Context: an optimization exercise on an open-source flow, tuned for small area, a short achievable clock period and few clock cycles. The choices shown serve that exercise and are no tape-out recipe.
At most, simulation tests tie the RTL to the original design; equivalence was not proved.
Power figures rest on the tool's default switching activity, not on a simulated workload.

// cmri_core
module cmri_core (
    input  wire        clk,
    input  wire        rst,
    input  wire [6:0]  local_id,
    input  wire        rx_valid,
    input  wire [7:0]  rx_data,
    output wire        rx_ready,
    input  wire [63:0] in_lines,
    output wire        ev_valid,
    input  wire        ev_ready,
    output wire [2:0]  ev_kind,
    output wire [7:0]  ev_data,
    output wire        ev_bit,
    output wire [63:0] out_lines,
    output wire [15:0] cnt_bytes,
    output wire [15:0] cnt_frames_seen,
    output wire [15:0] cnt_frames_proc,
    output wire [15:0] cnt_errors
);
    wire       disp_valid;
    wire       disp_match;
    wire       parse_error;
    wire       is_i;
    wire       is_t;
    wire       is_p;
    wire       n_in_payload;
    wire       n_in_maybe;
    wire       n_store;
    wire       n_is_p;
    wire [6:0] pay_len;
    wire [7:0] pay_rd_data;
    wire [6:0] pay_rd_addr;
    wire [63:0] first8;
    wire       byte_taken;
    wire       p_sample;
    wire       p_region;
    reg  [7:0] node_addr;
    always @(posedge clk)
        node_addr <= {1'b0, local_id} + 8'd65;
    assign byte_taken = rx_valid & rx_ready;
    cmri_parser u_parser (
        .clk          (clk),
        .rst          (rst),
        .node_addr    (node_addr),
  ...
Size: roughly 3300 cells after synthesis, about 880 flip-flops.
clock: 8.0 ns
lec_check: 0
cap_margin: 20
core_margin: 2
core_utilization: 40
setup_slack_margin: 4.5
slew_margin: 20
run.sh (not shown) runs the stock make flow with config.mk's settings and CLKGATE_MAP_FILE= SYNTH_SCRIPT=/design/flow/synth_recipe.tcl, a recipe that flattens the netlist after the stock synthesis.
The starting point went through all stages and came out clean.
==> next run, changes <==
==> flow/flow/run.sh (new file) <==
#!/bin/bash
# The standard layout, with plain buffers on the ports instead of the
# default delay-cell choice.
set -euo pipefail
bash standard.sh finish 'BUFFER_PORTS_ARGS=-buffer_cell sky130_fd_sc_hd__buf_2' > make_finish.log 2>&1
==> flow/standard.sh (new file) <==
#!/bin/bash
# synth_recipe.tcl (not shown) runs the flow's synth.tcl, then flattens the netlist and writes it again
# the make line also repeats each setting of config.mk as NAME=value (left out here)
make -C /OpenROAD-flow-scripts/flow DESIGN_CONFIG=/design/flow/config.mk WORK_HOME=/design/flow/orfs CLKGATE_MAP_FILE= SYNTH_SCRIPT=/design/flow/synth_recipe.tcl "${@:-finish}"
removed: flow/run.sh
Fmax increases by 0.89%.
Synthesized cell count does not change.
First-iteration DRC count goes down by 12%.
Worst hold slack is worse by 0.0078 ns.
No functional check of the RTL was part of any run of this note.

## 04-22
cmri_core, a different RTL version from the one above (not shown whole).
Size in the first run: roughly 820 flip-flops, ~39000 sq um of cells after synthesis.
make LEC_CHECK=0 CAP_MARGIN=20 CORE_MARGIN=2 CORE_UTILIZATION=40 SETUP_SLACK_MARGIN=4.5 SLEW_MARGIN=20 finish   # period 8.0 ns
Stock flow here: none of the scripts above is used.
The flow did not stop early for 04-22: all stages ran, and the layout cleared the timing, DRC and antenna checks.
The following lists how 05-21 was set up differently from 04-22:
==> flow/flow/run.sh (new file) <==
#!/bin/bash
# The standard layout, with plain buffers on the ports instead of the
# default delay-cell choice.
set -euo pipefail
bash standard.sh finish 'BUFFER_PORTS_ARGS=-buffer_cell sky130_fd_sc_hd__buf_2' > make_finish.log 2>&1
==> flow/standard.sh (new file) <==
#!/bin/bash
# synth_recipe.tcl (not shown) runs the flow's synth.tcl, then flattens the netlist and writes it again
# the make line also repeats each setting of config.mk as NAME=value (left out here)
make -C /OpenROAD-flow-scripts/flow DESIGN_CONFIG=/design/flow/config.mk WORK_HOME=/design/flow/orfs CLKGATE_MAP_FILE= SYNTH_SCRIPT=/design/flow/synth_recipe.tcl "${@:-finish}"
removed: flow/run.sh
- Post-cts sizing count up 4.3% in 05-21 wrt 04-22
- In the metrics for 04-22 and 05-21, the one carrying the higher share of cell area taken by flip-flops and latches is 05-21.
- Global-route wire length before repair went up slightly going from 04-22 to 05-21.
No run of this note included a check of the RTL's function; only the layout flow was run.

Another version of the RTL of cmri_core (not shown whole).
For scale: ~0.040 mm2 of cells after synthesis.
==> flow/config.mk <==
export PLATFORM = sky130hd
export DESIGN_NAME = cmri_core
export DESIGN_NICKNAME = cmri_core
export VERILOG_FILES = /design/flow/design.v
export SDC_FILE = /design/flow/constraint.sdc
export NUM_CORES = 4
export LEC_CHECK = 0
export CAP_MARGIN = 20
export CORE_MARGIN = 2
export CORE_UTILIZATION = 40
export SETUP_SLACK_MARGIN = 4.5
export SLEW_MARGIN = 20
==> flow/constraint.sdc <==
create_clock -name core_clock -period 8.0 [get_ports {clk}]
set_input_delay 1.6000 -clock core_clock [delete_from_list [all_inputs] [get_ports {clk}]]
set_output_delay 1.6000 -clock core_clock [all_outputs]
set_load 0.01 [all_outputs]
standard.sh (not shown) runs the stock make flow with config.mk's settings and CLKGATE_MAP_FILE= SYNTH_SCRIPT=/design/flow/synth_recipe.tcl, a recipe that flattens the netlist after the stock synthesis.
==> flow/flow/run.sh <==
#!/bin/bash
# The standard layout, with plain buffers on the ports instead of the
# default delay-cell choice, and a clock tree without dummy loads.
set -euo pipefail
bash standard.sh finish 'BUFFER_PORTS_ARGS=-buffer_cell sky130_fd_sc_hd__buf_2' \
  'CTS_ARGS=-sink_clustering_enable -repair_clock_nets -dont_use_dummy_load' > make_finish.log 2>&1
The baseline finished clean.
Testbench counts at the start, summed over its fixed seeds: cycles 37,517.
Next try:
SETUP_SLACK_MARGIN = 4.6   (was 4.5)
Area after synthesis is unchanged.
Clock power rose by about 1%.
Via count rose by about 1.3%.
Flip-flop and latch count stays the same.
Final area rose by 0.71%.
Die area stays the same.
Clock-buffer cell count rose by 1.
Next try:
CTS_BUF_LIST = sky130_fd_sc_hd__clkbuf_8   (was not set)
SETUP_SLACK_MARGIN = 4.5   (was 4.6)
After rerunning:
- The changed run completed without violations
- critical path depth came out lower by 2
- clock-buffer cell count came out lower by 1
- combinational power came out lower by about 2%
- cell area came out lower by 0.71%
- sequential power stays flat
- register-to-register slack is about the same
- maximum frequency barely changes
- area after synthesis does not change
- total power came out lower by 0.52%
- worst setup slack gets worse by 0.0057 ns
- global-route usage came out lower by 0.34 points
Next try:
==> flow/flow/run.sh (replaced) <==
#!/bin/bash
# The standard layout, with plain buffers on the ports instead of the
# default delay-cell choice, and a clock tree of clkbuf_8 cells without
# dummy loads.
set -euo pipefail
bash standard.sh finish 'BUFFER_PORTS_ARGS=-buffer_cell sky130_fd_sc_hd__buf_2' \
  'CTS_ARGS=-sink_clustering_enable -repair_clock_nets -dont_use_dummy_load -buf_list sky130_fd_sc_hd__clkbuf_8' > make_finish.log 2>&1
CTS_BUF_LIST = not set   (was sky130_fd_sc_hd__clkbuf_8)
What happened: The changed run finished clean. Wire length shrinks by 0.54%. Sequential share of layout area grows by 0.51 points. First-iteration DRC count shrinks by 1.0%. Flip-flop and latch count stays the same. Combinational power stays flat. Setup slack loses 0.050 ns.

== rev 12 ==
Another version of the RTL of cmri_core (not shown whole).
For scale: about 3200 cells after synthesis, roughly 860 flip-flops, ~230 I/O pins, about 0.040 mm^2 of cells after synthesis.
clock: 8.0 ns
lec_check: 0
cap_margin: 20
core_margin: 2
core_utilization: 40
setup_slack_margin: 4.5
slew_margin: 20
==> flow/flow/run.sh <==
#!/bin/bash
# The standard layout, with plain buffers on the ports instead of the
# default delay-cell choice.
set -euo pipefail
bash standard.sh finish 'BUFFER_PORTS_ARGS=-buffer_cell sky130_fd_sc_hd__buf_2' > make_finish.log 2>&1
The inputs of rev 13 differ from those of rev 12 as listed below.
==> flow/run.sh (new file) <==
#!/bin/bash
# synth_recipe.tcl (not shown) runs the flow's synth.tcl, then flattens the netlist and writes it again
# the make line also repeats each setting of config.mk as NAME=value (left out here)
make -C /OpenROAD-flow-scripts/flow DESIGN_CONFIG=/design/flow/config.mk WORK_HOME=/design/flow/orfs CLKGATE_MAP_FILE= SYNTH_SCRIPT=/design/flow/synth_recipe.tcl finish
removed: flow/flow/run.sh
removed: flow/standard.sh
### Flow results
Rev 13 completed; timing, DRC and antenna clean
Rev 12 leaves less setup margin than rev 13.
Rev 13 against rev 12: wire length now smaller, clock network latency to the later pin of the worst-skew pair saw a decrease, area taken by flip-flops and latches was more or less identical, tightest hold margin picked up an extra 3.2 ps.
No functional check of the RTL was part of any run of this note.

Setup of v6:
Another version of the RTL of cmri_core (not shown whole).
Size: ~3,100 cells after synthesis, ~900 flip-flops, about 41,000 sq um of cells after synthesis.
clock: 8.0 ns
lec_check: 0
cap_margin: 20
core_margin: 2
core_utilization: 40
setup_slack_margin: 4.5
slew_margin: 20
run.sh (not shown) runs the stock make flow with config.mk's settings and CLKGATE_MAP_FILE= SYNTH_SCRIPT=/design/flow/synth_recipe.tcl, a recipe that flattens the netlist after the stock synthesis.
Stock flow here: none of the scripts above is used.
Testbench counts of v6, summed over its fixed seeds: cycles 40,267.
The inputs of v7 differ from those of v6 as listed below.
# v6
export LEC_CHECK = 0
export CAP_MARGIN = 20
export CORE_MARGIN = 2
export CORE_UTILIZATION = 40
export SETUP_SLACK_MARGIN = 4.5
export SLEW_MARGIN = 20
create_clock -name core_clock -period 8.0 [get_ports {clk}]
# v7
export LEC_CHECK = 0
export ABC_CLOCK_PERIOD_IN_PS = 3000
export CAP_MARGIN = 20
export CORE_MARGIN = 2
export CORE_UTILIZATION = 40
export SETUP_SLACK_MARGIN = 4.5
export SLEW_MARGIN = 20
create_clock -name core_clock -period 8.0 [get_ports {clk}]
Notes after the runs:
Result for v6 and v7: all clean. Area of all placed cells without fillers came out exactly the same in v6 and v7. Diff v7..v6 | final clock period utilization by the worst path | unchanged. Re flip-flop and latch count: no difference whatsoever between v6 and v7. Reported for v6 and v7, post-detailed-routing wire length turned out identical to the last digit. | count of unresolved DRC violations after routing | v7 vs v6 | ≈ equal |.

P:
cmri_core, a different RTL version from the one above (not shown whole).
For scale: about 3400 cells after synthesis, ~840 flip-flops, about 230 I/O pins.
export LEC_CHECK = 0
export CAP_MARGIN = 20
export CORE_MARGIN = 2
export CORE_UTILIZATION = 40
export SETUP_SLACK_MARGIN = 4.5
export SLEW_MARGIN = 20
create_clock -name core_clock -period 8.0 [get_ports {clk}]
standard.sh (not shown) runs the stock make flow with config.mk's settings and CLKGATE_MAP_FILE= SYNTH_SCRIPT=/design/flow/synth_recipe.tcl, a recipe that flattens the netlist after the stock synthesis.
==> flow/flow/run.sh <==
#!/bin/bash
# The standard layout, with plain buffers on the ports instead of the
# default delay-cell choice, and a clock tree without dummy loads.
set -euo pipefail
bash standard.sh finish 'BUFFER_PORTS_ARGS=-buffer_cell sky130_fd_sc_hd__buf_2' \
  'CTS_ARGS=-sink_clustering_enable -repair_clock_nets -dont_use_dummy_load' > make_finish.log 2>&1
P finished every stage and its layout cleared the timing, DRC and antenna checks.
For T, these inputs were changed with respect to P:
==> flow/flow/run.sh <==
#!/bin/bash
# The standard layout, with plain buffers on the ports instead of the
# default delay-cell choice.
set -euo pipefail
bash standard.sh finish 'BUFFER_PORTS_ARGS=-buffer_cell sky130_fd_sc_hd__buf_2' > make_finish.log 2>&1
Notes after the runs:
- T ended with every stage complete and zero timing, DRC or antenna violations.
- Delta (T minus P): ratio of routed vias to standard cells shows a reduction of about 1.3%, number of clock buffer instances in the layout has increased, fraction of met3 tracks used by global routing now sits lower.
- The worst-path cell with the longest stage delay comes out sky130_fd_sc_hd__nor3_1 in one run and sky130_fd_sc_hd__edfxtp_1 in the other, namely in P and T respectively.
- Between T and P, it is T whose achievable clock frequency is higher, by about 3%.
- T against P: non-clock buffer count went down 30, design area shows a reduction of about 0.6%, leakage power figure held steady.
- Overall track demand over capacity in global routing sits lower in T than in P.
- T vs P — detailed-routed wire length on met3 dropped by a few percent
- T has critical path depth below what P had.
- On number of global-route vias before repair, T and P are basically level.
Function was not checked in any run of this note: the RTL went through the layout flow alone.

[re-timing with driven ports]
In the flow no input, the clock included, has a driving cell. The finished layouts below were timed again as built, in two steps. Step 1 assumes that a clkbuf_16 drives the clock port and a buf_2 every other input. Step 2 adds t to the input delays and takes it off the output delays; t is the mean of the earliest and latest rising clock arrival at the registers after step 1. Input paths then give back, and output paths get back, about the clock's delay inside the block. Slacks: ideal ports / drivers / drivers and shift; pairs: ideal ports / drivers.
run	shift t [ns]	setup WS [ns]	worst setup path after step 2
the first run of note 1	0.732	4.004 / 4.020 / 3.288	input to register
the second run of note 1	0.735	4.039 / 3.966 / 3.231	input to register
04-22	0.738	4.060 / 4.060 / 3.583	input to register
05-21	0.739	3.953 / 3.953 / 3.733	input to register
the first run of note 3	0.714	4.569 / 4.569 / 4.002	input to register
the second run of note 3	0.707	4.575 / 4.575 / 4.068	input to register
the third run of note 3	0.714	4.569 / 4.569 / 4.002	input to register
the fourth run of note 3	0.846	4.519 / 4.519 / 3.815	input to register
rev 12	0.730	4.480 / 4.454 / 3.725	input to register
rev 13	0.720	4.490 / 4.471 / 3.806	input to register
v6	0.744	4.510 / 4.464 / 3.785	input to register
v7	0.744	4.510 / 4.464 / 3.785	input to register
P	0.725	4.095 / 4.095 / 3.667	input to register
T	0.750	4.203 / 4.203 / 3.709	input to register
After both steps setup and hold are still met in every run listed. The setup slack of the second run of note 1, which loses most, moves by -0.073 ns with the drivers and by -0.808 ns with both steps.
